From an optimization exercise on the open Yosys and OpenROAD flow, aimed at small area, a short achievable clock period and few clock cycles per item; shortcuts taken in it are not production practice.
In this exercise RTL edits were held to simulation tests only and were not proved equivalent to the original.
Power and IR drop assume default switching activity.

==> flow/flow/run.sh <==
#!/bin/bash
# The standard layout, but letting the resizer change a cell's
# footprint when it repairs timing (the platform default allows only
# same-footprint swaps), and repairing setup toward a slack of 5.5 ns.
# SDC, period and all other settings unchanged.
set -euo pipefail
sed -e 's/ SETUP_SLACK_MARGIN=5 / SETUP_SLACK_MARGIN=5.5 MATCH_CELL_FOOTPRINT=0 /' standard.sh > standard_fp.sh
grep -q "MATCH_CELL_FOOTPRINT=0" standard_fp.sh
bash standard_fp.sh > standard.log 2>&1
==> flow/standard.sh <==
#!/bin/bash
# synth_recipe.tcl (not shown) runs the flow's synth.tcl, then flattens the netlist and writes it again
# the make line also repeats each setting of config.mk as NAME=value (left out here)
make -C /OpenROAD-flow-scripts/flow DESIGN_CONFIG=/design/flow/config.mk WORK_HOME=/design/flow/orfs CLKGATE_MAP_FILE= SYNTH_SCRIPT=/design/flow/synth_recipe.tcl "${@:-finish}"
==> flow/config.mk <==
export PLATFORM = sky130hd
export DESIGN_NAME = ring_unit
export DESIGN_NICKNAME = ring_unit
export VERILOG_FILES = /design/flow/design.v
export SDC_FILE = /design/flow/constraint.sdc
export NUM_CORES = 4
export LEC_CHECK = 0
export CAP_MARGIN = 20
export CORE_MARGIN = 2
export CORE_UTILIZATION = 35
export CTS_BUF_LIST = sky130_fd_sc_hd__clkbuf_4 sky130_fd_sc_hd__clkbuf_8
export SETUP_SLACK_MARGIN = 5
export SLEW_MARGIN = 20
export TNS_END_PERCENT = 100
==> flow/constraint.sdc <==
create_clock -name core_clock -period 11.0 [get_ports {clk}]
set_input_delay 2.2000 -clock core_clock [delete_from_list [all_inputs] [get_ports {clk}]]
set_output_delay 2.2000 -clock core_clock [all_outputs]
set_load 0.01 [all_outputs]
==> flow/design.v <==
module ring_unit (
    input  wire        clk,
    input  wire        rst,
    input  wire        start,
    input  wire [1:0]  op,        
    input  wire [4:0]  klog2,
    input  wire [64:0] rx,
    input  wire [64:0] ry,
    output wire        ready,
    output reg         done,
    output reg  [2:0]  err,       
    output reg  [2:0]  err_src,   
    output wire [64:0] rz
);
    localparam ERR_NONE  = 3'd0, ERR_ARG = 3'd2, ERR_RANGE = 3'd3,
               ERR_NOINV = 3'd4;
    reg        st_idle, st_chk, st_mul, st_hsum, st_fin, st_inv, st_cor;
    reg        o_add, o_sub, o_mul, o_inv;
    reg        kbad;          
    reg  [6:0] kh;            
    reg  [6:1] kt;            
    reg [64:0] ru, rv, rr, rs;
    reg        cin;           
    reg [7:0]  kreg;          
    reg [2:0]  tlq;           
    reg        nogcd;         
    reg        spec;          
    reg        uev, vev;      
    reg [3:0]  dg;            
    assign ready = st_idle;
    assign rz    = ru;
    integer i;
    function [67:0] padd(input [66:0] a, input [66:0] b, input ci);
        reg [66:0] g, p, gn, pn, x;
        integer l, j;
        begin
            x = a ^ b;
            g = a & b;
            p = x;
            for (l = 1; l < 67; l = l * 2) begin
                for (j = 0; j < 67; j = j + 1) begin
                    if ((j & l) != 0) begin
                        gn[j] = g[j] | (p[j] & g[(j & ~(l - 1)) - 1]);
                        pn[j] = p[j] & p[(j & ~(l - 1)) - 1];
                    end else begin
                        gn[j] = g[j];
                        pn[j] = p[j];
                    end
                end
                g = gn;
                p = pn;
            end
            padd[0] = x[0] ^ ci;
            for (j = 1; j < 67; j = j + 1)
                padd[j] = x[j] ^ (g[j - 1] | (p[j - 1] & ci));
            padd[67] = g[66] | (p[66] & ci);
        end
    endfunction
    function [133:0] cadd(input [66:0] a, input [66:0] b);
        reg [66:0] g, p, gn, pn, x;
        integer l, j;
        begin
            x = a ^ b;
            g = a & b;
            p = x;
            for (l = 1; l < 67; l = l * 2) begin
                for (j = 0; j < 67; j = j + 1) begin
                    if (j >= l) begin
                        gn[j] = g[j] | (p[j] & g[j - l]);
                        pn[j] = p[j] & p[j - l];
                    end else begin
                        gn[j] = g[j];
                        pn[j] = p[j];
                    end
                end
                g = gn;
                p = pn;
            end
            cadd[0]  = x[0];
            cadd[67] = ~x[0];
            for (j = 1; j < 67; j = j + 1) begin
                cadd[j]      = x[j] ^ g[j - 1];
                cadd[67 + j] = x[j] ^ (g[j - 1] | p[j - 1]);
            end
        end
    endfunction
    wire [64:0] kmask;        
    wire [64:0] konehot;      
    assign kmask[0] = 1'b1;
    genvar gi;
    generate
        for (gi = 1; gi < 65; gi = gi + 1) begin : g_mask
            if (gi < 2)        assign kmask[gi] = kt[1];
            else if (gi < 4)   assign kmask[gi] = kt[2];
            else if (gi < 8)   assign kmask[gi] = kt[3];
            else if (gi < 16)  assign kmask[gi] = kt[4];
            else if (gi < 32)  assign kmask[gi] = kt[5];
            else if (gi < 64)  assign kmask[gi] = kt[6];
            else               assign kmask[gi] = 1'b0;
        end
        for (gi = 0; gi < 65; gi = gi + 1) begin : g_oh
            if (gi == 1)       assign konehot[gi] = kh[0];
            else if (gi == 2)  assign konehot[gi] = kh[1];
            else if (gi == 4)  assign konehot[gi] = kh[2];
            else if (gi == 8)  assign konehot[gi] = kh[3];
            else if (gi == 16) assign konehot[gi] = kh[4];
            else if (gi == 32) assign konehot[gi] = kh[5];
            else if (gi == 64) assign konehot[gi] = kh[6];
            else               assign konehot[gi] = 1'b0;
        end
    endgenerate
    wire [64:0] pvec = konehot | 65'd1;
    function ge_p(input [64:0] x, input [64:0] km, input [64:0] ko);
        ge_p = (|(x & ~km & ~ko)) | ((|(x & ko)) & (|(x & km)));
    endfunction
    function [64:0] rev65(input [64:0] x);
        integer j;
        for (j = 0; j < 65; j = j + 1)
            rev65[j] = x[64 - j];
    endfunction
    wire        mu_sub = ~o_add;
    wire [64:0] mu_x = ru;
    wire [64:0] mu_y = rv;
    wire [66:0] mu_a = {2'b00, mu_x};
    wire [66:0] mu_b = mu_sub ? ~{2'b00, mu_y} : {2'b00, mu_y};
    wire [66:0] mu_c = o_add ? {67{1'b1}} : {66'd0, ~(o_inv & ~st_fin)};
    wire [66:0] mu_cs = mu_a ^ mu_b ^ mu_c;
    wire [66:0] mu_cc = {(mu_a[65:0] & mu_b[65:0]) | (mu_a[65:0] & mu_c[65:0]) |
                         (mu_b[65:0] & mu_c[65:0]), 1'b0};
    wire [133:0] mu_t = cadd(mu_cs, mu_cc);
    wire [66:0] mu_t0 = mu_t[66:0];
    wire [66:0] mu_t1 = mu_t[133:67];
    wire        mu_tk = |(mu_t0[64:0] & konehot);
    wire [64:0] mu_out = mu_sub ?
        (mu_t0[66] ? ((mu_t1[64:0] & (kmask | konehot)) ^ konehot) : mu_t0[64:0]) :
        ((~mu_t0[66] & mu_tk) ? (mu_t0[64:0] ^ konehot) : mu_t1[64:0]);
    wire [3:0]  cnt = kreg[3:0];
    wire [3:0]  digit = dg;
    wire [3:0]  cnt1 = cnt + 4'd1;
    wire [3:0]  dg_next = ru[{cnt1, 2'b00} +: 4];
    wire [68:0] pp0 = digit[0] ? {4'd0, rv}        : 69'd0;
    wire [68:0] pp1 = digit[1] ? {3'd0, rv, 1'b0}  : 69'd0;
    wire [68:0] pp2 = digit[2] ? {2'd0, rv, 2'b0}  : 69'd0;
    wire [68:0] pp3 = digit[3] ? {1'd0, rv, 3'b0}  : 69'd0;
    wire [68:0] acc_s = {4'd0, rr};
    wire [68:0] acc_c = {4'd0, rs};
    wire [68:0] s1 = acc_s ^ acc_c ^ pp0;
    wire [68:0] c1 = {((acc_s & acc_c) | (acc_s & pp0) | (acc_c & pp0)), cin};
    wire [68:0] s2 = pp1 ^ pp2 ^ pp3;
    wire [68:0] c2 = {((pp1 & pp2) | (pp1 & pp3) | (pp2 & pp3)), 1'b0};
    wire [68:0] s3 = s1 ^ c1 ^ s2;
    wire [68:0] c3 = {((s1 & c1) | (s1 & s2) | (c1 & s2)), 1'b0};
    wire [68:0] s4 = s3 ^ c3 ^ c2;
    wire [68:0] c4 = {((s3 & c3) | (s3 & c2) | (c3 & c2)), 1'b0};
    wire [4:0]  retire = {1'b0, s4[3:0]} + {1'b0, c4[3:0]};
    wire [3:0]  ndig = {kh[6], kh[6] | kh[5], kh[6] | kh[5] | kh[4],
                        kh[6] | kh[5] | kh[4] | kh[3]};
    wire        mul_last = (cnt == ndig);
    wire        ue = uev;
    wire        ve = vev;
    wire [64:0] xuv = rv ^ ru;
    wire        eq = ~|xuv;
    wire        neg = ~mu_t0[66];
    wire [64:0] absd = neg ? mu_t1[64:0] : ~mu_t0[64:0];
    wire [7:0]  tw = ue ? rv[7:0] : (ve ? ru[7:0] : xuv[7:0]);
    reg  [2:0]  tl;
    always @* begin
        casez (tw[6:0])
        7'b??????1: tl = 3'd0;
        7'b?????10: tl = 3'd1;
        7'b????100: tl = 3'd2;
        7'b???1000: tl = 3'd3;
        7'b??10000: tl = 3'd4;
        7'b?100000: tl = 3'd5;
        7'b1000000: tl = 3'd6;
        default:    tl = 3'd7;
        endcase
    end
    wire        uside = ue | (~ve & ~neg);
    wire [7:0]  kfin = kreg - {5'd0, tlq};
    wire        csel_r = |(kfin[6:0] & kh);              
    wire [7:0]  mrem = st_cor ? kreg : (kfin & {2'b00, kt[6], kt[5], kt[4], kt[3], kt[2], kt[1]});
    wire [2:0]  tc = (|mrem[7:3]) ? 3'd7 : mrem[2:0];
    wire [7:0]  mnext = mrem - {5'd0, tc};
    wire [2:0]  tsh = st_cor ? tc : tl;
    wire [64:0] sh_in = st_cor ? rev65(rv) : (ue ? rv : (ve ? ru : absd));
    wire [64:0] sh_out = sh_in >> tsh;
    wire        cs_s = st_cor | (eq ? ~csel_r : uside);
    wire [64:0] cs_in = st_cor ? ru : (cs_s ? rs : rr);
    wire [2:0]  tcs = (st_cor || eq) ? tc : tl;
    wire [71:0] csh = {7'd0, cs_in} << tcs;
    wire [64:0] cA = {1'b0, csh[63:0] & kmask[63:0]};
    wire [7:0]  cB = ({8{kh[0]}} & csh[8:1])   | ({8{kh[1]}} & csh[9:2]) |
                     ({8{kh[2]}} & csh[11:4])  | ({8{kh[3]}} & csh[15:8]) |
                     ({8{kh[4]}} & csh[23:16]) | ({8{kh[5]}} & csh[39:32]) |
                     ({8{kh[6]}} & csh[71:64]);
    wire [64:0] bnext = rev65(sh_out) | {57'd0, cB};
    wire [67:0] radd_w = padd({2'b00, rr}, {2'b00, rs}, cin);
    wire [64:0] radd = radd_w[64:0];
    wire        u_one = (rv == 65'd1);
    wire [2:0]  hsmall = kh[0] ? ru[3:1] : (kh[1] ? {1'b0, ru[3:2]} : 3'd0);
    wire rx_bad  = ge_p(ru, kmask, konehot);
    wire ry_bad  = ge_p(rv, kmask, konehot) & ~o_inv;
    wire rx_topk = |(ru & konehot);
    wire chk_err   = kbad | rx_bad | ry_bad;
    wire chk_mul   = st_chk & ~chk_err & o_mul;
    wire chk_inv0  = st_chk & ~chk_err & o_inv & (ru == 65'd0);
    wire chk_inv   = st_chk & ~chk_err & o_inv & ~(ru == 65'd0);
    wire loop_inv  = st_inv & ~eq;
    wire chk_as_w  = st_chk & (o_add | o_sub);
    wire chk_mul_w = st_chk & o_mul;
    wire mul_step  = chk_mul_w | st_mul;
    wire loop      = (st_inv | (st_chk & o_inv)) & ~eq;    
    wire wu        = loop & uside;           
    wire wv        = loop & ~uside;          
    wire inv_end   = st_inv & eq;
    wire cor_step  = inv_end | st_cor;
    wire cor_last  = cor_step & (mnext == 8'd0);
    wire fin_go    = (st_mul & mul_last) | (chk_mul & (rx_topk | mul_last));
    reg [64:0] ru_mul;
    always @* begin
        ru_mul = ru;
        for (i = 0; i < 16; i = i + 1)
            if (cnt == i) ru_mul[4*i +: 4] = retire[3:0];
    end
    wire [64:0] ru_o = st_idle ? rx :
                       (chk_as_w | st_fin) ? mu_out :
                       mul_step ? ru_mul :
                       st_hsum ? (ru & kmask) :
                       cor_step ? cA : ru;
    wire [64:0] ru_d = wv ? sh_out : ru_o;
    wire        in_inv = (op == 2'd3);
    wire [64:0] pvec_in;
    assign pvec_in[0] = 1'b1;
    generate
        for (gi = 1; gi < 65; gi = gi + 1) begin : g_pin
            if (gi == 1)       assign pvec_in[gi] = (klog2 == 5'd0);
            else if (gi == 2)  assign pvec_in[gi] = (klog2 == 5'd1);
            else if (gi == 4)  assign pvec_in[gi] = (klog2 == 5'd2);
            else if (gi == 8)  assign pvec_in[gi] = (klog2 == 5'd3);
            else if (gi == 16) assign pvec_in[gi] = (klog2 == 5'd4);
            else if (gi == 32) assign pvec_in[gi] = (klog2 == 5'd5);
            else if (gi == 64) assign pvec_in[gi] = (klog2 == 5'd6);
            else
                assign pvec_in[gi] = 1'b0;
        end
    endgenerate
    wire [64:0] rv_o = st_idle ? (in_inv ? pvec_in : ry) :
                       (st_hsum & ~spec) ? (radd | {62'd0, hsmall}) :
                       cor_step ? bnext : rv;
    wire [64:0] rv_d = wu ? sh_out : rv_o;
    wire [64:0] rr_o = st_idle ? 65'd0 :
                       mul_step ? s4[68:4] : rr;
    wire [64:0] rr_d = (wu & ~ue) ? radd : wv ? csh[64:0] : rr_o;
    wire [64:0] rs_o = st_idle ? {64'd0, in_inv} :
                       mul_step ? c4[68:4] : rs;
    wire [64:0] rs_d = wu ? csh[64:0] : (wv & ~ve) ? radd : rs_o;
    wire        done_d = (st_chk & (chk_err | ~o_mul & ~o_inv | chk_inv0)) |
                         st_fin;
    always @(posedge clk) begin
        ru  <= ru_d;
        rv  <= rv_d;
        rr  <= rr_d;
        rs  <= rs_d;
        uev <= ~rv_d[0];
        vev <= ~ru_d[0];
        if (st_idle) begin
            o_add <= (op == 2'd0);
            o_sub <= (op == 2'd1);
            o_mul <= (op == 2'd2);
            o_inv <= (op == 2'd3);
            kbad  <= (klog2 > 5'd6);
            for (i = 0; i < 7; i = i + 1)
                kh[i] <= (klog2 == i);
            for (i = 1; i < 7; i = i + 1)
                kt[i] <= (klog2 >= i) && (klog2 <= 5'd6);
        end
        if (st_idle)
            dg <= rx[3:0];
        else if (mul_step)
            dg <= dg_next;
        if (st_idle)
            tlq <= 3'd0;
        else if (loop)
            tlq <= tl;
        if (st_idle)
            cin <= 1'b0;
        else if (mul_step)
            cin <= retire[4];
        if (st_idle)
            kreg <= 8'd0;
        else if (chk_mul_w)
            kreg <= 8'd1;
        else if (st_mul)
            kreg <= kreg + 8'd1;
        else if (loop)
            kreg <= kfin;
        else if (cor_step)
            kreg <= mnext;
        if (st_chk) begin
            spec    <= rx_topk;
            err     <= kbad ? ERR_ARG : (rx_bad | ry_bad) ? ERR_RANGE :
                       chk_inv0 ? ERR_NOINV : ERR_NONE;
            err_src <= kbad ? 3'd0 : rx_bad ? 3'd3 : ry_bad ? 3'd4 : 3'd0;
        end else if (st_fin & o_inv & nogcd)
            err     <= ERR_NOINV;
        if (inv_end)
            nogcd <= ~u_one;
        done    <= done_d & ~rst;
        st_idle <= rst | (st_idle & ~start) | done_d;
        st_chk  <= ~rst & st_idle & start;
        st_mul  <= ~rst & ((chk_mul & ~(rx_topk | mul_last)) | (st_mul & ~mul_last));
        st_hsum <= ~rst & fin_go;
        st_fin  <= ~rst & (st_hsum | cor_last);
        st_inv  <= ~rst & (chk_inv | loop_inv);
        st_cor  <= ~rst & cor_step & ~cor_last;
    end
endmodule
==> results of run 1 <==
worst max-delay path, delay by kind of cell, from the launching register on:
| kind | cells | cell delay, ns |
|---|---|---|
| compound gates | 8 | 2.27 |
| xor+xnor | 1 | 0.17 |
| fa+ha+maj | 1 | 0.53 |
| buf+inv | 6 | 1.35 |
| flops | 1 | 0.63 |
| simple gates | 5 | 0.69 |
Yosys cell counts, drive strengths merged (69+ instances only):
cell,count
a211oi,102
a21o,76
a21oi,632
a221oi,96
a31oi,77
and2,234
buf,188
clkbuf,408
edfxtp,287
fa,262
ha,156
inv,524
mux2,108
mux2i,160
nand2,691
nand3,118
nand4,86
nor2,538
nor3,196
o211ai,119
o21ai,544
o22ai,69
xnor2,173
xor2,83
how the worst max path moves through the flow:
stage | slack (ns) | start | end
2_1_floorplan | 5.50 | o_add | rv[64]
3_3_place_gp | 2.09 | o_add | rv[5]
3_5_place_dp | 2.31 | o_add | rv[5]
4_1_cts | 5.31 | o_add | rv[2]
5_1_grt | 5.16 | o_add | ru[12]
6_report | 5.10 | rv[52] | rv[5]
layout make-up:
cell class              count  area share, %
clock buffers              93          1.571
clock inverters            29         0.4181
flip-flops and latches    310          12.50
inverters                 527          2.762
well taps                1930          3.321
repair buffers           1116          14.90
diodes                     18        0.06194
repair inverters            2        0.03785
multi-input cells        5485          64.43
state kept, by name, indices dropped and copies added, names as in the netlist, 2 cells and up, named ones only:
name     count
kh           6
rr          65
dg           4
kreg         8
tlq          3
err          3
rv          64
rs          65
kt           6
err_src      2
ru          65
what timing repair did:
item,CTS,global route
cloned,36,9
pin swaps,296,323
resized for setup,1190,648
endpoints found under the setup margin,521,451
setup buffers,399,213
power by group through the flow:
stage	logic (mW)	registers [mW]	clock network, mW
global placement	16.8	2.28	0
finish	26.2	2.19	1.51
detailed placement	16.8	2.28	0
floorplan	9.97	1.91	0
global route	26.5	2.18	1.54
CTS	22.0	2.16	1.50
stage by stage:
step	std cells	hold WS, ns	total power, mW	worst slack, ns	cell area [um2]
6_report	9510	0.4658	29.94	5.097	72720
5_1_grt	9496	0.5175	30.22	5.162	72680
4_1_cts	9268	0.4683	25.62	5.307	67430
3_5_place_dp	8711	0.4597	19.11	2.306	56560
3_3_place_gp	8710	0.4486	19.08	2.089	56500
2_1_floorplan	6908	0.4363	11.88	5.502	52260
routing by layer:
| metal | global-route usage (%) | up-vias |
|---|---|---|
| met5 | 0.5104 | - |
| met4 | 38.73 | 30 |
| met3 | 22.36 | 1891 |
| met2 | 71.24 | 6492 |
| met1 | 63.14 | 33490 |
| li1 | - | 26360 |
cell families after synthesis:
kind of cell	after synthesis	share of synthesized area, %
xor gates and xnor gates	256	4.387
muxes	286	6.182
buffers and inverters	1123	8.685
DFF	310	17.41
adders and majority gates	418	13.80
and+or+nand+nor	2183	19.98
AOI/OAI and AO/OA	2332	29.55
==> flow_metrics.tcl, run 1 <==
set metrics [dict create \
    hold-path-cell-count 2 \
    yosysWarnings 1 \
    synth_area_leader_cell "edfxtp_1" \
    hold_start "tlq[1]" \
    p_per_area_nw_per_um2 411.7 \
    endpoint_kind "flip-flop" \
    rrSetupSlack_ns 5.10 \
    coreArea_um2 147800 \
    synth_edf_count 287 \
    skew_ns 0.05958 \
    grt_pass1_vias 62710 \
    ios 213 \
    seq_area_um2 9091 \
    synthTopCellsByArea "edfxtp_1 (17%), fa_1 (10%), a21oi_1 (6.0%)" \
    synth_area_per_cell_um2 7.547 \
    synth_top_area_share_pct 16.53 \
    crit-reg2reg-launch "rv[52]" \
    met2_wirelength_um 159900 \
    final_util_pct 49.19 \
    slew_violations 0 \
    design.die.area_um2 152100 \
    pwr-share-comb_pct 87.6 \
    met1_length_um 146300 \
    layout_common_cells "buf_4 (690), nand2_1 (642), inv_1 (513)" \
    synth_ff_type "edfxtp_1" \
    clk-insertion-delay-late_ns 0.81 \
    hold_class "reg -> reg" \
    h-tree-depth 3 \
    setup_violations 0 \
    cts_sinks 310 \
    grt_max_degree 122 \
    via_per_inst 7.178 \
    cp_slowest_cell "edfxtp_1" \
    synthCells 6908 \
    path_class "reg -> reg" \
    cpPeakStageDelay_ns 0.63 \
    drt_iter0_drc 11670 \
    rr_worst_depth 21 \
    post-route-period-util_pct 53.66 \
    rsz0062_at_grt "yes" \
    route.detailed.drc 0 \
    cts-root-buf "clkbuf_8" \
    start_kind "flip-flop" \
    switching_share_pct 59.30 \
    seq_power_share_pct 7.3 \
    fmax_mhz 169.4 \
    worst_slew_pin_slew_ns 1.353 \
    track_usage_pct 51.69 \
    status "timing/DRC/antenna clean" \
    maxCapViolCount 0 \
    fin_tns_setup_ns 0 \
    dp_hpwl_um 298900 \
    nets 8070 \
    cp_cell_sequence "buf_4 > xnor2_1 > ha_2 > nand2_1 > o21ai_0 > a21oi_4 > buf_4 > a21oi_4 > buf_4 > nor2_4 > buf_12 > inv_12 > buf_4 > o211ai_4 > a2111oi_4 > nor4_2 > a31oi_4 > nor2_1 > a21oi_2 > nand3_1 > a221o_1" \
    synthArstFlopShare_pct 0 \
    netSwitchingPower_mw 17.75 \
    gr-total-overflow 0 \
    path_max_fanout 18 \
    clk_path_buf_depth 3 \
    wl_um 412500 \
    p_int_mw 12.18 \
    drive_gt1_share_pct 30.48 \
    port_buffers 212 \
    period_needed_ns 5.903 \
    final_common_cell "buf_4" \
    highest_layer "met5" \
    antenna_found_initial 42 \
    ir_drop_mv 0.1823 \
    crit_path_frequent_cell "buf_4" \
    min_to "tlq[1]" \
    drt-pass1-iter-count 10 \
    chipWidth_um 390.0 \
    rows 141 \
    cp_data_required_time_ns 11.55 \
    synth_area_um2 52140 \
    cts_tree "built" \
    power.leakage_nw 27.74 \
    synth_nets 7466 \
    cts_inserted_buffers 70 \
    cp.arrival_ns 6.45 \
    ys_types 120 \
    grt_pass1_wl_um 541900 \
    hold_violations 0 \
    syn_to_final_growth_pct 39.47 \
    postCtsHoldBufs 0 \
    ant_nets 0 \
    dr_wl_met3_um 64030 \
    synth-seq-cells 310 \
    gp_congestion 1.080 \
    fillers 14430 \
    yosysSeqAreaShare_pct 17.41 \
    r2r_end "rv[5]" \
    num_vias 68260 \
    multiInputGateArea_um2 46850 \
    pwr-share-clk_pct 5.1 \
    cts.clk_slew.worst_paths_ns 0.08 \
    start_util_pct 35.27 \
    slew_headroom_pct 9.817 \
    die_h_um 390.0 \
    wire_per_inst_um 43.37 \
]
Testbench counts, summed over its fixed seeds: cycles 20,506, items 1,600.
==> inputs of run 2 (changes only) <==
==> flow/flow/run.sh (replaced) <==
#!/bin/bash
# The standard layout, but letting the resizer change a cell's
# footprint when it repairs timing (the platform default allows only
# same-footprint swaps), and repairing setup toward a slack of 4.5 ns.
# SDC, period and all other settings unchanged.
set -euo pipefail
sed -e 's/ SETUP_SLACK_MARGIN=5 / SETUP_SLACK_MARGIN=4.5 MATCH_CELL_FOOTPRINT=0 /' standard.sh > standard_fp.sh
grep -q "MATCH_CELL_FOOTPRINT=0" standard_fp.sh
bash standard_fp.sh > standard.log 2>&1
==> run 2 against run 1 <==
Against the previous run:
- register-to-register slack worse by 0.91 ns
- maximum frequency shrank 13%
- cell area fell by 16%
- synthesized cell count did not move
- sequential cell count unchanged
- sequential power decreased by 3%
- global-route usage shrank 2.1 points
- critical path depth down 4
- combinational power decreased by 25%
- clock skew up 0.016 ns
- first-iteration DRC count decreased by 2.7%
==> flow_metrics.tcl, run 2 <==
set metrics [dict create \
    hold_violations 0 \
    layout_common_cells "nand2_1 (674), a21oi_1 (593), inv_1 (517)" \
    hold-path-cell-count 2 \
    cp_num_buf_inv 3 \
    post-route-period-util_pct 61.92 \
    top_regs "rr: 65 flops, rs: 65 flops, ru: 65 flops" \
    route.detailed.drc 0 \
    wl_um 393100 \
    cp_cell_sequence "buf_4 > buf_8 > mux2_2 > ha_1 > nand4_1 > nor3_1 > buf_4 > nand4_1 > a21oi_1 > o21ai_0 > a2111oi_4 > nor3_1 > a2bb2oi_1 > a21oi_1 > mux2_2 > nor4_4 > o221ai_2" \
    worst_slew_pin_slew_ns 1.417 \
    path_max_fanout 59 \
    seq_area_um2 9090 \
    via_per_inst 7.133 \
    drive_gt1_share_pct 15.08 \
    skew_ns 0.07517 \
    synth_ff_type "edfxtp_1" \
    yosys-top-cells-count "nand2_1 (687), a21oi_1 (625), nor2_1 (536), inv_1 (523), o21ai_0 (503)" \
    gr-total-overflow 0 \
    postCtsHoldBufs 0 \
    setup_violations 0 \
    slew_violations 0 \
    status "timing/DRC/antenna clean" \
    die_h_um 390.0 \
    ios 213 \
    coreArea_um2 147800 \
    gp_congestion 1.101 \
    drt_iter0_drc 11360 \
    multiInputGateArea_um2 40490 \
    power.leakage_nw 23.43 \
    synth_area_leader_cell "edfxtp_1" \
    num_vias 64390 \
    cts.clk_slew.worst_paths_ns 0.06 \
    synth_top_area_share_pct 16.53 \
    track_usage_pct 49.62 \
    cp_data_required_time_ns 11.50 \
    post-synth-top-count-cell "nand2_1" \
    p_per_area_nw_per_um2 379.8 \
    r2r_end "rv[6]" \
    design.die.area_um2 152100 \
    grt_max_degree 121 \
    ir_drop_mv 0.1655 \
    fin_tns_setup_ns 0 \
    slew_headroom_pct 5.169 \
    start_util_pct 35.27 \
    cts-root-buf "clkbuf_8" \
    rsz0062_at_grt "yes" \
    final_common_cell "nand2_1" \
    ys_types 120 \
    h-tree-depth 3 \
    fillers 15510 \
    cp_slowest_cell "a21oi_1" \
    endpoint_kind "flip-flop" \
    chipWidth_um 390.0 \
    syn_to_final_growth_pct 17.01 \
    synth_area_per_cell_um2 7.547 \
    final_util_pct 41.27 \
    wire_per_inst_um 43.55 \
    design_area_um2 61010 \
    rows 141 \
    hold-worst-slack_ns 0.4696 \
    dp_hpwl_um 303900 \
    clk_path_buf_depth 3 \
    min_to "tlq[1]" \
    grt_pass1_vias 59320 \
    cts_tree "built" \
    cp.arrival_ns 7.31 \
    hold_start "tlq[1]" \
    synthTopCellsByArea "edfxtp_1 (17%), fa_1 (10%), a21oi_1 (6.0%)" \
    port_buffers 212 \
    maxCapViolCount 0 \
    hold_class "reg -> reg" \
    cp_top_family "compound AO/OA/AOI/OAI gates" \
    drt-pass1-iter-count 10 \
    fmax_mhz 146.8 \
    synth-seq-cells 310 \
    grt_pass1_wl_um 520200 \
    cpPeakStageDelay_ns 0.67 \
    path_class "reg -> reg" \
    synth_area_um2 52140 \
    power.total_mw 23.17 \
    cts_sinks 310 \
    cts_inserted_buffers 72 \
    yosysWarnings 1 \
    nets 7572 \
    clk-insertion-delay-late_ns 0.82 \
    synth_edf_count 287 \
    synthArstFlopShare_pct 0 \
    synth_nets 7466 \
    yosysSeqAreaShare_pct 17.41 \
    antenna_found_initial 52 \
    synthCells 6908 \
    rr_worst_depth 17 \
    period_needed_ns 6.812 \
    place_area_um2 56540 \
    rrSetupSlack_ns 4.19 \
    crit-reg2reg-launch "o_add" \
    ant_nets 0 \
    start_kind "flip-flop" \
]
run 2: changes by cell type in the layout (fill, tap and decap cells not counted), moves of 38 or more:
cell,before,now
a21oi_1,467,593
a21oi_2,112,32
a21oi_4,53,7
buf_12,70,13
buf_4,690,376
buf_6,90,12
mux2_4,39,1
mux2i_1,74,144
mux2i_4,55,4
nor2_1,463,514
o21ai_0,337,459
o21ai_2,88,14
run 2: how the worst max path moves through the flow:
stage,start,endpoint,slack (ns),depth (start not counted)
detailed placement,rv[34],ru[47],2.57,22
global route,o_add,rv[13],4.40,23
global placement,rv[34],ru[34],2.49,21
finish,o_add,rv[6],4.19,17
CTS,o_add,rv[9],4.37,17
floorplan,o_add,rv[10],4.56,21
run 2: logic make-up after synthesis:
logic type	count (synthesis)	synth area share, %
xor gates and xnor gates	256	4.387
adders and majority gates	418	13.80
AOI/OAI and AO/OA	2332	29.55
DFF	310	17.41
buffers and inverters	1123	8.685
and+or+nand+nor	2183	19.98
muxes	286	6.182
run 2: what timing repair did:
item,in CTS,in global routing
buffers inserted,79,66
pin swaps,16,28
resized for setup,210,167
endpoints found under the hold margin,0,0
endpoints found under the setup margin,453,225
gates cloned,4,4
run 2: worst reg2reg max path: stages, from the launching register on:
cell,delay (ns)
edfxtp_1,0.42
buf_4,0.20
buf_8,0.28
mux2_2,0.35
ha_1,0.60
nand4_1,0.59
nor3_1,0.31
buf_4,0.24
nand4_1,0.55
a21oi_1,0.68
o21ai_0,0.30
a2111oi_4,0.40
nor3_1,0.11
a2bb2oi_1,0.23
a21oi_1,0.21
mux2_2,0.42
nor4_4,0.38
o221ai_2,0.25
run 2: area by class of cell:
cell class,instances,area share [%]
diodes,30,0.1231
flip-flops and latches,310,14.90
clock inverters,25,0.2687
clock buffers,102,2.035
repair buffers,623,9.069
multi-input cells,5480,66.37
inverters,527,3.279
well taps,1930,3.958
run 2: report_power, final:
group / switching, mW / internal (mW) / total [mW]
clock network: 0.712 / 0.752 / 1.46
registers: 0.441 / 1.68 / 2.12
logic: 13.8 / 5.83 / 19.6
run 2: per-stage QoR:
step / instances / setup WS [ns]
after detailed placement: 8717 / 2.568
after CTS: 8927 / 4.372
final: 9027 / 4.188
after global placement: 8717 / 2.494
after floorplan: 6908 / 4.559
after global routing: 8999 / 4.400
run 2: layer usage:
layer | GRT usage, % | routed length [um] | share of wire [%] | vias to the layer above
li1 | - | - | - | 25350
met3 | 18.75 | 57040 | 15 | 1372
met1 | 62.43 | 145200 | 37 | 31930
met4 | 33.99 | 34840 | 8.9 | 28
met5 | 0.4466 | 233 | 0.059 | -
met2 | 69.66 | 155900 | 40 | 5715
==> inputs of run 3 (changes only) <==
--- a/flow/design.v
+++ b/flow/design.v
@@ -16,3 +16,3 @@
                ERR_NOINV = 3'd4;
-    reg        st_idle, st_chk, st_mul, st_hsum, st_fin, st_inv, st_cor;
+    reg        st_idle, st_chk, st_mul, st_hsum, st_fin, st_inv, st_cf, st_cor;
     reg        o_add, o_sub, o_mul, o_inv;
@@ -25,2 +25,3 @@
     reg [2:0]  tlq;           
+    reg [2:0]  tcq;           
     reg        nogcd;         
@@ -162,23 +163,27 @@
     wire        eq = ~|xuv;
-    wire        neg = ~mu_t0[66];
+    wire [7:0]  kfin = kreg - {5'd0, tlq};
+    wire        csel_r = |(kfin[6:0] & kh);
+    wire        neg = csel_r ? ~mu_t1[66] : ~mu_t0[66];
     wire [64:0] absd = neg ? mu_t1[64:0] : ~mu_t0[64:0];
-    wire [7:0]  tw = ue ? rv[7:0] : (ve ? ru[7:0] : xuv[7:0]);
-    reg  [2:0]  tl;
-    always @* begin
-        casez (tw[6:0])
-        7'b??????1: tl = 3'd0;
-        7'b?????10: tl = 3'd1;
-        7'b????100: tl = 3'd2;
-        7'b???1000: tl = 3'd3;
-        7'b??10000: tl = 3'd4;
-        7'b?100000: tl = 3'd5;
-        7'b1000000: tl = 3'd6;
-        default:    tl = 3'd7;
+    function [2:0] ctz7(input [6:0] w);
+        casez (w)
+        7'b??????1: ctz7 = 3'd0;
+        7'b?????10: ctz7 = 3'd1;
+        7'b????100: ctz7 = 3'd2;
+        7'b???1000: ctz7 = 3'd3;
+        7'b??10000: ctz7 = 3'd4;
+        7'b?100000: ctz7 = 3'd5;
+        7'b1000000: ctz7 = 3'd6;
+        default:    ctz7 = 3'd7;
         endcase
-    end
+    endfunction
+    wire [2:0]  tu = ctz7(rv[6:0]);
+    wire [2:0]  tv = ctz7(ru[6:0]);
+    wire [2:0]  tx = (xuv[6:0] == 7'd0) ? 3'd0 : ctz7(xuv[6:0]);
+    wire [2:0]  tl = ue ? tu : (ve ? tv : tx);
     wire        uside = ue | (~ve & ~neg);
-    wire [7:0]  kfin = kreg - {5'd0, tlq};
-    wire        csel_r = |(kfin[6:0] & kh);              
-    wire [7:0]  mrem = st_cor ? kreg : (kfin & {2'b00, kt[6], kt[5], kt[4], kt[3], kt[2], kt[1]});
-    wire [2:0]  tc = (|mrem[7:3]) ? 3'd7 : mrem[2:0];
+    wire        cor_any = st_cf | st_cor;
+    wire [7:0]  kmf  = kfin & {2'b00, kt[6], kt[5], kt[4], kt[3], kt[2], kt[1]};
+    wire [7:0]  mrem = st_cor ? kreg : kmf;
+    wire [2:0]  tc = tcq;         
     wire [7:0]  mnext = mrem - {5'd0, tc};
@@ -187,5 +192,5 @@
     wire [64:0] sh_out = sh_in >> tsh;
-    wire        cs_s = st_cor | (eq ? ~csel_r : uside);
+    wire        cs_s = st_cf ? ~csel_r : uside;
     wire [64:0] cs_in = st_cor ? ru : (cs_s ? rs : rr);
-    wire [2:0]  tcs = (st_cor || eq) ? tc : tl;
+    wire [2:0]  tcs = cor_any ? tc : tl;
     wire [71:0] csh = {7'd0, cs_in} << tcs;
@@ -196,6 +201,6 @@
                      ({8{kh[6]}} & csh[71:64]);
-    wire [64:0] bnext = rev65(sh_out) | {57'd0, cB};
+    wire [64:0] bnext = st_cf ? {57'd0, cB} : (rev65(sh_out) | {57'd0, cB});
     wire [67:0] radd_w = padd({2'b00, rr}, {2'b00, rs}, cin);
     wire [64:0] radd = radd_w[64:0];
-    wire        u_one = (rv == 65'd1);
+    wire        g_one = ((ru | rv) == 65'd1);
     wire [2:0]  hsmall = kh[0] ? ru[3:1] : (kh[1] ? {1'b0, ru[3:2]} : 3'd0);
@@ -208,3 +213,2 @@
     wire chk_inv   = st_chk & ~chk_err & o_inv & ~(ru == 65'd0);
-    wire loop_inv  = st_inv & ~eq;
     wire chk_as_w  = st_chk & (o_add | o_sub);
@@ -212,8 +216,6 @@
     wire mul_step  = chk_mul_w | st_mul;
-    wire loop      = (st_inv | (st_chk & o_inv)) & ~eq;    
+    wire loop      = st_inv | (st_chk & o_inv);    
     wire wu        = loop & uside;           
     wire wv        = loop & ~uside;          
-    wire inv_end   = st_inv & eq;
-    wire cor_step  = inv_end | st_cor;
-    wire cor_last  = cor_step & (mnext == 8'd0);
+    wire cor_last  = cor_any & (mnext == 8'd0);
     wire fin_go    = (st_mul & mul_last) | (chk_mul & (rx_topk | mul_last));
@@ -229,3 +231,3 @@
                        st_hsum ? (ru & kmask) :
-                       cor_step ? cA : ru;
+                       cor_any ? cA : ru;
     wire [64:0] ru_d = wv ? sh_out : ru_o;
@@ -249,3 +251,3 @@
                        (st_hsum & ~spec) ? (radd | {62'd0, hsmall}) :
-                       cor_step ? bnext : rv;
+                       cor_any ? bnext : rv;
     wire [64:0] rv_d = wu ? sh_out : rv_o;
@@ -281,2 +283,6 @@
             dg <= dg_next;
+        if (loop)
+            tcq <= (|kmf[7:3]) ? 3'd7 : kmf[2:0];
+        else if (cor_any)
+            tcq <= (|mnext[7:3]) ? 3'd7 : mnext[2:0];
         if (st_idle)
@@ -297,3 +303,3 @@
             kreg <= kfin;
-        else if (cor_step)
+        else if (cor_any)
             kreg <= mnext;
@@ -306,4 +312,4 @@
             err     <= ERR_NOINV;
-        if (inv_end)
-            nogcd <= ~u_one;
+        if (st_cf)
+            nogcd <= ~g_one;
         done    <= done_d & ~rst;
@@ -314,4 +320,5 @@
         st_fin  <= ~rst & (st_hsum | cor_last);
-        st_inv  <= ~rst & (chk_inv | loop_inv);
-        st_cor  <= ~rst & cor_step & ~cor_last;
+        st_inv  <= ~rst & (chk_inv | (st_inv & ~eq));
+        st_cf   <= ~rst & st_inv & eq;
+        st_cor  <= ~rst & cor_any & ~cor_last;
     end
==> flow/run.sh (new file) <==
#!/bin/bash
# synth_recipe.tcl (not shown) runs the flow's synth.tcl, then flattens the netlist and writes it again
# the make line also repeats each setting of config.mk as NAME=value (left out here)
make -C /OpenROAD-flow-scripts/flow DESIGN_CONFIG=/design/flow/config.mk WORK_HOME=/design/flow/orfs CLKGATE_MAP_FILE= SYNTH_SCRIPT=/design/flow/synth_recipe.tcl finish
--- a/flow/config.mk
+++ b/flow/config.mk
@@ -10,3 +10,2 @@
 export CORE_UTILIZATION = 35
-export CTS_BUF_LIST = sky130_fd_sc_hd__clkbuf_4 sky130_fd_sc_hd__clkbuf_8
 export SETUP_SLACK_MARGIN = 5
removed: flow/flow/run.sh
removed: flow/standard.sh
==> run 3 against run 2 <==
Against the previous run:
- non-clock buffer count increased by 256
- still clean
- sequential cell count increased by 4
- area after synthesis increased by 1.7%
- cell area increased by 8.8%
- worst setup slack improved by 0.56 ns
- wire length increased by 4.9%
==> flow_metrics.tcl, run 3 <==
set metrics [dict create \
    clk-insertion-delay-late_ns 0.69 \
    final_common_cell "nand2_1" \
    seq_power_share_pct 8.3 \
    rows 142 \
    synth_area_per_cell_um2 7.331 \
    via_per_inst 7.141 \
    cp_data_required_time_ns 11.37 \
    post-synth-top-count-cell "nand2_1" \
    synthTopCellsByArea "edfxtp_1 (16%), fa_1 (9.9%), a21oi_1 (5.8%)" \
    cts-root-buf "clkbuf_16" \
    synth_area_um2 53040 \
    skew_ns 0.05099 \
    drt-pass1-iter-count 8 \
    fin_tns_setup_ns 0 \
    num_vias 68890 \
    yosys-top-cells-count "nand2_1 (764), inv_1 (691), a21oi_1 (620), nor2_1 (571), o21ai_0 (537)" \
    wl_um 412400 \
    cts_sinks 314 \
    ant_nets 0 \
    hold_class "reg -> reg" \
    ios 213 \
    p_per_area_nw_per_um2 386.6 \
    grt_pass1_wl_um 542600 \
    synth_area_leader_cell "edfxtp_1" \
    chipWidth_um 393.3 \
    die_h_um 393.3 \
    status "timing/DRC/antenna clean" \
    netSwitchingPower_mw 16.18 \
    cp.arrival_ns 6.63 \
    path_max_fanout 55 \
    switching_share_pct 63.05 \
    post-route-period-util_pct 56.86 \
    setup_violations 0 \
    synth_nets 7859 \
    yosysWarnings 1 \
    grt_max_degree 117 \
    nets 8195 \
    yosysSeqAreaShare_pct 17.32 \
    period_needed_ns 6.255 \
    drt_iter0_drc 12940 \
    start_util_pct 35.33 \
    hold_violations 0 \
    h-tree-depth 2 \
    hold-worst-slack_ns 0.4972 \
    top_regs "rr: 65 flops, rs: 65 flops, ru: 65 flops" \
    cts_inserted_buffers 44 \
    power.leakage_nw 25.87 \
    postCtsHoldBufs 0 \
    cts.clk_slew.worst_paths_ns 0.07 \
    layout_common_cells "nand2_1 (747), inv_1 (648), a21oi_1 (579)" \
    path_class "reg -> reg" \
    drive_gt1_share_pct 18.50 \
    route.detailed.drc 0 \
    wire_per_inst_um 42.76 \
    synth-seq-cells 314 \
    synth_top_area_share_pct 16.42 \
    synth_edf_count 290 \
    dp_hpwl_um 307500 \
    synth_ff_type "edfxtp_1" \
    endpoint_kind "flip-flop" \
    worst_slew_pin_slew_ns 1.373 \
    p_int_mw 9.485 \
    slew_violations 0 \
    rsz0062_at_grt "yes" \
    antenna_found_initial 57 \
    gr-total-overflow 0 \
    cts_tree "built" \
    track_usage_pct 50.64 \
    slew_headroom_pct 7.510 \
    design.die.area_um2 154700 \
    ys_types 111 \
    clk_path_buf_depth 3 \
    syn_to_final_growth_pct 25.15 \
    pwr-share-clk_pct 5.8 \
    coreArea_um2 150100 \
    fmax_mhz 159.9 \
    maxCapViolCount 0 \
    synthCells 7236 \
    gp_congestion 1.133 \
    grt_pass1_vias 61770 \
    pwr-share-comb_pct 86.0 \
    synthArstFlopShare_pct 0 \
    start_kind "flip-flop" \
    port_buffers 212 \
    ir_drop_mv 0.1750 \
]
[run 3: layout make-up]
type                            instances  area (um2)
Clock buffer                           59        1209
Inverter                              696        2705
Clock inverter                         16       127.6
Fill cell                           15370       83740
Multi-Input combinational cell       5637       42570
Tap cell                             2016        2522
Sequential cell                       314        9201
Timing Repair Buffer                  879        7979
Antenna cell                           29       72.57
[run 3: final timing paths]
path           from      to  slack [ns]  cells after the start
max           ru[0]  ru[44]        4.75                     16
min reg2reg  tlq[2]  tlq[2]        0.50                      2
min          tlq[2]  tlq[2]        0.50                      2
max reg2reg   ru[0]  ru[44]        4.75                     16
[run 3: per-layer routing]
metal	track usage, %	vias to the layer above	wire (um)
met5	0.1232	-	326
li1	-	26920	-
met4	39.11	28	42830
met1	61.10	33790	146400
met3	24.68	1680	66690
met2	68.09	6472	156100
[run 3: timing repair]
| action | 4_1_cts | 5_1_grt |
|---|---|---|
| pin swaps | 54 | 104 |
| endpoints found under the setup margin | 456 | 370 |
| cloned | 6 | 5 |
| setup buffers | 209 | 217 |
| resized for setup | 420 | 335 |
[run 3: logic make-up (layout without fill, tap and decap cells)]
kind of cell / count (synthesis) / in the layout / synth area share, %
AO/OA/AOI/OAI: 2402 / 2403 / 29.56
XOR/XNOR: 151 / 151 / 2.493
adder cells (fa/ha/maj): 483 / 483 / 15.11
buffers and inverters: 1287 / 1650 / 9.353
flip-flops: 314 / 314 / 17.32
multiplexers: 218 / 218 / 4.986
other: 0 / 29 / 0
AND/OR/NAND/NOR: 2381 / 2382 / 21.17
[run 3: power groups by stage]
stage / sequential (mW) / combinational, mW / clock (mW)
finish: 2.13 / 22.1 / 1.48
global placement: 2.32 / 17.0 / 0
global route: 2.12 / 22.2 / 1.49
floorplan: 1.92 / 9.72 / 0
detailed placement: 2.33 / 17.1 / 0
CTS: 2.10 / 19.0 / 1.45
[run 3: per-stage QoR]
| stage | util (%) | total power, mW | cells | setup slack, ns | instance area (um2) |
|---|---|---|---|---|---|
| after global placement | 38.33 | 19.36 | 9102 | 2.343 | 57550 |
| after floorplan | - | 11.64 | 7236 | 4.424 | 53220 |
| after CTS | 41.79 | 22.52 | 9393 | 4.895 | 62740 |
| after global routing | 44.18 | 25.82 | 9620 | 4.853 | 66320 |
| after detailed placement | 38.38 | 19.40 | 9103 | 2.457 | 57620 |
| final | 44.22 | 25.67 | 9646 | 4.745 | 66390 |
[run 3: critical path, cell delays in order (launching register included)]
cell	delay [ns]
dfxtp_1	0.82
inv_1	0.25
ha_1	0.41
nor2_1	0.11
o21ai_0	0.16
o221ai_4	0.14
buf_4	0.37
mux2_4	0.38
buf_6	0.46
buf_4	0.59
nor3_1	0.10
a31oi_1	0.66
o311ai_0	0.40
o31ai_1	0.20
mux2i_1	0.26
a311oi_1	0.35
o22ai_1	0.15
Testbench counts of run 3, summed over its fixed seeds: cycles 20,995, items 1,600.
==> inputs of run 4 (changes only) <==
--- a/flow/design.v
+++ b/flow/design.v
@@ -17,2 +17,3 @@
     reg        st_idle, st_chk, st_mul, st_hsum, st_fin, st_inv, st_cf, st_cor;
+    reg        nogcd;         
     reg        o_add, o_sub, o_mul, o_inv;
@@ -24,5 +25,2 @@
     reg [7:0]  kreg;          
-    reg [2:0]  tlq;           
-    reg [2:0]  tcq;           
-    reg        nogcd;         
     reg        spec;          
@@ -30,3 +28,4 @@
     reg [3:0]  dg;            
-    assign ready = st_idle;
+    reg         ready_n;
+    assign ready = ~ready_n;
     assign rz    = ru;
@@ -42,5 +41,5 @@
                 for (j = 0; j < 67; j = j + 1) begin
-                    if ((j & l) != 0) begin
-                        gn[j] = g[j] | (p[j] & g[(j & ~(l - 1)) - 1]);
-                        pn[j] = p[j] & p[(j & ~(l - 1)) - 1];
+                    if (j >= l) begin
+                        gn[j] = g[j] | (p[j] & g[j - l]);
+                        pn[j] = p[j] & p[j - l];
                     end else begin
@@ -126,3 +125,3 @@
     wire [66:0] mu_b = mu_sub ? ~{2'b00, mu_y} : {2'b00, mu_y};
-    wire [66:0] mu_c = o_add ? {67{1'b1}} : {66'd0, ~(o_inv & ~st_fin)};
+    wire [66:0] mu_c = mu_sub ? 67'd1 : {67{1'b1}};
     wire [66:0] mu_cs = mu_a ^ mu_b ^ mu_c;
@@ -163,35 +162,35 @@
     wire        eq = ~|xuv;
-    wire [7:0]  kfin = kreg - {5'd0, tlq};
-    wire        csel_r = |(kfin[6:0] & kh);
-    wire        neg = csel_r ? ~mu_t1[66] : ~mu_t0[66];
-    wire [64:0] absd = neg ? mu_t1[64:0] : ~mu_t0[64:0];
-    function [2:0] ctz7(input [6:0] w);
-        casez (w)
-        7'b??????1: ctz7 = 3'd0;
-        7'b?????10: ctz7 = 3'd1;
-        7'b????100: ctz7 = 3'd2;
-        7'b???1000: ctz7 = 3'd3;
-        7'b??10000: ctz7 = 3'd4;
-        7'b?100000: ctz7 = 3'd5;
-        7'b1000000: ctz7 = 3'd6;
-        default:    ctz7 = 3'd7;
+    wire        csel_r = |(kreg[6:0] & kh);
+    wire [133:0] dd = cadd({2'b00, rv}, ~{2'b00, ru});
+    wire [64:0] dpos = dd[131:67];
+    wire [64:0] dneg = ~dd[64:0];
+    wire        neg = csel_r ? dd[66] : dd[133];
+    wire [7:0]  tw = ue ? rv[7:0] : (ve ? ru[7:0] : xuv[7:0]);
+    reg  [2:0]  tl;
+    always @* begin
+        casez (tw[6:0])
+        7'b??????1: tl = 3'd0;
+        7'b?????10: tl = 3'd1;
+        7'b????100: tl = 3'd2;
+        7'b???1000: tl = 3'd3;
+        7'b??10000: tl = 3'd4;
+        7'b?100000: tl = 3'd5;
+        7'b1000000: tl = 3'd6;
+        default:    tl = (ue | ve) ? 3'd7 : 3'd0;
         endcase
-    endfunction
-    wire [2:0]  tu = ctz7(rv[6:0]);
-    wire [2:0]  tv = ctz7(ru[6:0]);
-    wire [2:0]  tx = (xuv[6:0] == 7'd0) ? 3'd0 : ctz7(xuv[6:0]);
-    wire [2:0]  tl = ue ? tu : (ve ? tv : tx);
+    end
+    wire        sub  = ~ue & ~ve;
     wire        uside = ue | (~ve & ~neg);
     wire        cor_any = st_cf | st_cor;
-    wire [7:0]  kmf  = kfin & {2'b00, kt[6], kt[5], kt[4], kt[3], kt[2], kt[1]};
-    wire [7:0]  mrem = st_cor ? kreg : kmf;
-    wire [2:0]  tc = tcq;         
+    wire [7:0]  mrem = st_cor ? kreg : (kreg & {2'b00, kt[6], kt[5], kt[4], kt[3], kt[2], kt[1]});
+    wire [2:0]  tc = (|mrem[7:3]) ? 3'd7 : mrem[2:0];
     wire [7:0]  mnext = mrem - {5'd0, tc};
-    wire [2:0]  tsh = st_cor ? tc : tl;
+    wire [2:0]  tt = cor_any ? tc : tl;
+    wire [64:0] absd = neg ? dneg : dpos;
     wire [64:0] sh_in = st_cor ? rev65(rv) : (ue ? rv : (ve ? ru : absd));
-    wire [64:0] sh_out = sh_in >> tsh;
+    wire [64:0] sh1 = sh_in >> tt;
+    wire [64:0] uvnew = sh1;
     wire        cs_s = st_cf ? ~csel_r : uside;
     wire [64:0] cs_in = st_cor ? ru : (cs_s ? rs : rr);
-    wire [2:0]  tcs = cor_any ? tc : tl;
-    wire [71:0] csh = {7'd0, cs_in} << tcs;
+    wire [71:0] csh = {7'd0, cs_in} << tt;
     wire [64:0] cA = {1'b0, csh[63:0] & kmask[63:0]};
@@ -201,3 +200,3 @@
                      ({8{kh[6]}} & csh[71:64]);
-    wire [64:0] bnext = st_cf ? {57'd0, cB} : (rev65(sh_out) | {57'd0, cB});
+    wire [64:0] bnext = st_cf ? {57'd0, cB} : (rev65(sh1) | {57'd0, cB});
     wire [67:0] radd_w = padd({2'b00, rr}, {2'b00, rs}, cin);
@@ -210,2 +209,3 @@
     wire chk_err   = kbad | rx_bad | ry_bad;
+    wire chk_addsub = st_chk & ~chk_err & (o_add | o_sub);
     wire chk_mul   = st_chk & ~chk_err & o_mul;
@@ -213,5 +213,3 @@
     wire chk_inv   = st_chk & ~chk_err & o_inv & ~(ru == 65'd0);
-    wire chk_as_w  = st_chk & (o_add | o_sub);
-    wire chk_mul_w = st_chk & o_mul;
-    wire mul_step  = chk_mul_w | st_mul;
+    wire mul_step  = chk_mul | st_mul;
     wire loop      = st_inv | (st_chk & o_inv);    
@@ -228,3 +226,3 @@
     wire [64:0] ru_o = st_idle ? rx :
-                       (chk_as_w | st_fin) ? mu_out :
+                       (chk_addsub | st_fin) ? mu_out :
                        mul_step ? ru_mul :
@@ -232,3 +230,3 @@
                        cor_any ? cA : ru;
-    wire [64:0] ru_d = wv ? sh_out : ru_o;
+    wire [64:0] ru_d = wv ? uvnew : ru_o;
     wire        in_inv = (op == 2'd3);
@@ -252,9 +250,9 @@
                        cor_any ? bnext : rv;
-    wire [64:0] rv_d = wu ? sh_out : rv_o;
+    wire [64:0] rv_d = wu ? uvnew : rv_o;
     wire [64:0] rr_o = st_idle ? 65'd0 :
                        mul_step ? s4[68:4] : rr;
-    wire [64:0] rr_d = (wu & ~ue) ? radd : wv ? csh[64:0] : rr_o;
+    wire [64:0] rr_d = loop ? (uside ? (ue ? rr : radd) : csh[64:0]) : rr_o;
     wire [64:0] rs_o = st_idle ? {64'd0, in_inv} :
                        mul_step ? c4[68:4] : rs;
-    wire [64:0] rs_d = wu ? csh[64:0] : (wv & ~ve) ? radd : rs_o;
+    wire [64:0] rs_d = loop ? (uside ? csh[64:0] : (ve ? rs : radd)) : rs_o;
     wire        done_d = (st_chk & (chk_err | ~o_mul & ~o_inv | chk_inv0)) |
@@ -283,10 +281,2 @@
             dg <= dg_next;
-        if (loop)
-            tcq <= (|kmf[7:3]) ? 3'd7 : kmf[2:0];
-        else if (cor_any)
-            tcq <= (|mnext[7:3]) ? 3'd7 : mnext[2:0];
-        if (st_idle)
-            tlq <= 3'd0;
-        else if (loop)
-            tlq <= tl;
         if (st_idle)
@@ -297,3 +287,3 @@
             kreg <= 8'd0;
-        else if (chk_mul_w)
+        else if (chk_mul)
             kreg <= 8'd1;
@@ -302,3 +292,3 @@
         else if (loop)
-            kreg <= kfin;
+            kreg <= kreg - {5'd0, tl};
         else if (cor_any)
@@ -315,2 +305,3 @@
         done    <= done_d & ~rst;
+        ready_n <= ~(rst | (st_idle & ~start) | done_d);
         st_idle <= rst | (st_idle & ~start) | done_d;
==> run 4 against run 3 <==
Against the previous run:
- clock-buffer cell count decreased by 4
- largest cell class unchanged
- first-iteration DRC count is 16% higher
- sequential share of layout area decreased by 1.1 points
- register-to-register slack lost 0.30 ns
- still clean
- area after synthesis up 8.3%
- critical path type unchanged
- worst hold slack gained 0.041 ns
==> flow_metrics.tcl, run 4 <==
set metrics [dict create \
    p_per_area_nw_per_um2 437.3 \
    path_max_fanout 42 \
    drt_iter0_drc 14980 \
    switching_share_pct 66.40 \
    cts.clk_slew.worst_paths_ns 0.06 \
    chipWidth_um 409.2 \
    hold-worst-slack_ns 0.5383 \
    path_class "reg -> reg" \
    rrSetupSlack_ns 4.45 \
    route.detailed.drc 0 \
    final_common_cell "nand2_1" \
    setup_violations 0 \
    fillers 16580 \
    ir_drop_mv 0.4010 \
    ios 213 \
    synthCells 7753 \
    dp_hpwl_um 377100 \
    synth-xor-area-share_pct 2.438 \
    slew_headroom_pct 9.622 \
    synthArstFlopShare_pct 0 \
    skew_ns 0.05199 \
    synth_ff_type "edfxtp_1" \
    dp_cells 9835 \
    yosysWarnings 1 \
    drive_gt1_share_pct 18.54 \
    coreArea_um2 163000 \
    grt_pass1_vias 69290 \
    pwr-share-comb_pct 87.9 \
    via_per_inst 7.505 \
    rows 148 \
    cp.arrival_ns 6.99 \
    yosys-top-cells-count "nand2_1 (804), inv_1 (714), a21oi_1 (636), nor2_1 (565), o21ai_0 (536)" \
    wl_um 500900 \
    synth_adder_area_share_pct 15.35 \
    netSwitchingPower_mw 20.60 \
    ys_types 119 \
    fin_tns_setup_ns 0 \
    grt_max_degree 117 \
    synthTopCellsByArea "edfxtp_1 (15%), fa_1 (9.1%), ha_1 (6.2%)" \
    cts_inserted_buffers 46 \
    track_usage_pct 56.80 \
    clk-insertion-delay-late_ns 0.72 \
    top_regs "rr: 65 flops, rs: 65 flops, ru: 65 flops" \
    gp_congestion 1.193 \
    port_buffers 212 \
    post-synth-top-count-cell "nand2_1" \
    synth_area_leader_cell "edfxtp_1" \
    maxCapViolCount 0 \
    fmax_mhz 152.7 \
    drt-pass1-iter-count 13 \
    p_int_mw 10.42 \
    hold_class "reg -> reg" \
    post-route-period-util_pct 59.55 \
    num_vias 77560 \
    power.leakage_nw 27.41 \
    layout_common_cells "nand2_1 (787), inv_1 (657), a21oi_1 (583)" \
    h-tree-depth 2 \
    start_util_pct 35.27 \
    rsz0062_at_grt "yes" \
    seq_power_share_pct 6.7 \
    wire_per_inst_um 48.48 \
    endpoint_kind "flip-flop" \
    synth_area_per_cell_um2 7.413 \
    nets 8729 \
    cts_tree "built" \
    yosysSeqAreaShare_pct 15.76 \
    synth-compound-area-share_pct 32.07 \
    gr-total-overflow 0 \
    antenna_found_initial 73 \
    syn_to_final_growth_pct 23.46 \
    synth_top_family_by_area "compound AO/OA/AOI/OAI gates" \
    clk_path_buf_depth 3 \
    start_kind "flip-flop" \
    synth_edf_count 287 \
    synth_top_area_share_pct 15.00 \
    worst_slew_pin_slew_ns 1.341 \
    cts-root-buf "clkbuf_16" \
    period_needed_ns 6.551 \
    synth_area_um2 57470 \
    slew_violations 0 \
    synth_simple_gate_area_share_pct 20.23 \
    synth-seq-cells 309 \
    hold_violations 0 \
    pwr-share-clk_pct 5.4 \
    design.die.area_um2 167500 \
    cts_sinks 309 \
    final_cells 10330 \
    synth_nets 8441 \
    die_h_um 409.2 \
    synth_mux_area_share_pct 4.226 \
    grt_pass1_wl_um 646800 \
    status "timing/DRC/antenna clean" \
    cp_data_required_time_ns 11.44 \
    ant_nets 0 \
]
==> run 4: changes by cell type after synthesis, sizes merged, moves of 42 or more <==
cell,previous run,this run
nand2,765,807
a21o,70,112
nor3,241,152
clkbuf,452,499
o31ai,87,169
o211ai,85,152
ha,220,286
==> run 4: metrics by stage <==
step	setup slack [ns]	utilization [%]	total power, mW	cell area (um2)
finish	4.449	43.54	31.02	70950
global route	4.760	43.45	30.63	70810
CTS	4.800	42.22	27.72	68800
detailed placement	2.290	38.40	24.17	62580
global placement	1.994	38.28	24.14	62380
floorplan	4.886	-	13.65	57490
==> run 4: final timing paths <==
| kind | endpoint | cells past startpoint | startpoint |
|---|---|---|---|
| min | st_inv | 2 | st_inv |
| max reg2reg | flip-flop | 18 | ru[64] |
| min reg2reg | st_inv | 2 | st_inv |
| max | flip-flop | 18 | ru[64] |
==> run 4: cell type report <==
type,count,area [um2],area share (%)
Clock inverter,28,321.6,0.4532
Multi-Input combinational cell,6090,46620,65.71
Antenna cell,83,207.7,0.2927
Sequential cell,309,9075,12.79
Timing Repair Buffer,868,7911,11.15
Inverter,726,2909,4.100
Clock buffer,55,1185,1.670
Tap cell,2175,2721,3.835
==> run 4: what timing repair did <==
action,4_1_cts,5_1_grt
gates resized for setup,579,244
setup endpoints to repair,460,330
pin swaps,68,39
hold buffers,0,0
cloned,11,5
setup buffers,236,81
==> run 4: worst max-delay path, cell delays in order (launching register included) <==
cell      delay, ns
edfxtp_1       0.53
inv_1          0.47
ha_1           0.50
nor3_1         0.34
nand2_1        0.25
nor3_4         0.31
nand2_2        0.11
a31oi_4        0.23
a21oi_4        0.07
buf_12         0.15
buf_12         0.18
a21oi_4        0.45
mux2i_1        0.26
a32oi_1        0.80
o21ai_0        0.27
nor3_2         0.58
nor2_1         0.21
o32ai_1        0.43
nor2_1         0.07
==> run 4: metal layers <==
metal / GRT usage, % / share of wire (%) / vias up
met5: 6.408 / 0.18 / -
met4: 52.26 / 12 / 40
met3: 30.07 / 16 / 2557
met2: 74.28 / 37 / 8027
met1: 65.03 / 35 / 37810
li1: - / - / 29130
==> run 4: kinds of logic (layout without fill, tap and decap cells) <==
family	Yosys count	after routing
AO/OA/AOI/OAI	2744	2747
AND/OR/NAND/NOR	2420	2422
buffers and inverters	1359	1677
adder cells (fa/ha/maj)	548	548
flip-flops	309	309
multiplexers	213	213
XOR/XNOR	160	160
other	0	83
==> run 4: power by group through the flow <==
| stage | Combinational [mW] | Clock (mW) | Sequential [mW] |
|---|---|---|---|
| 2_1_floorplan | 11.7 | 0 | 1.94 |
| 3_3_place_gp | 21.9 | 0 | 2.28 |
| 3_5_place_dp | 21.9 | 0 | 2.28 |
| 4_1_cts | 24.0 | 1.64 | 2.06 |
| 5_1_grt | 26.9 | 1.67 | 2.09 |
| 6_report | 27.3 | 1.67 | 2.09 |
Testbench counts of run 4, summed over its fixed seeds: cycles 20,995, items 1,600.

[afterwards: timing with drivers on the ports]
How much do the figures lean on ideal ports? The routed layouts below were timed once more, with nothing changed but the port constraints. Step 1 (the two cells are an assumption about what drives the block):
set clk [get_ports {clk}]
set_driving_cell -lib_cell sky130_fd_sc_hd__clkbuf_16 $clk
set_driving_cell -lib_cell sky130_fd_sc_hd__buf_2 [delete_from_list [all_inputs] $clk]
Step 2, shift: input delay + t, output delay - t, t = (earliest + latest rising clock arrival at the registers) / 2. This alone moves slack from input paths to output paths. Three values: ideal ports, drivers, drivers and shift; two values: the first two.
run	t (ns)	setup slack, ns	clock arrival spread, ns
run 1	0.871	5.097 / 5.097 / 5.097	0.060 / 0.059
run 2	0.869	4.188 / 4.188 / 4.188	0.075 / 0.075
run 3	0.750	4.745 / 4.745 / 4.745	0.051 / 0.051
run 4	0.789	4.449 / 4.449 / 4.449	0.052 / 0.052
After both steps every run listed still meets setup and hold.
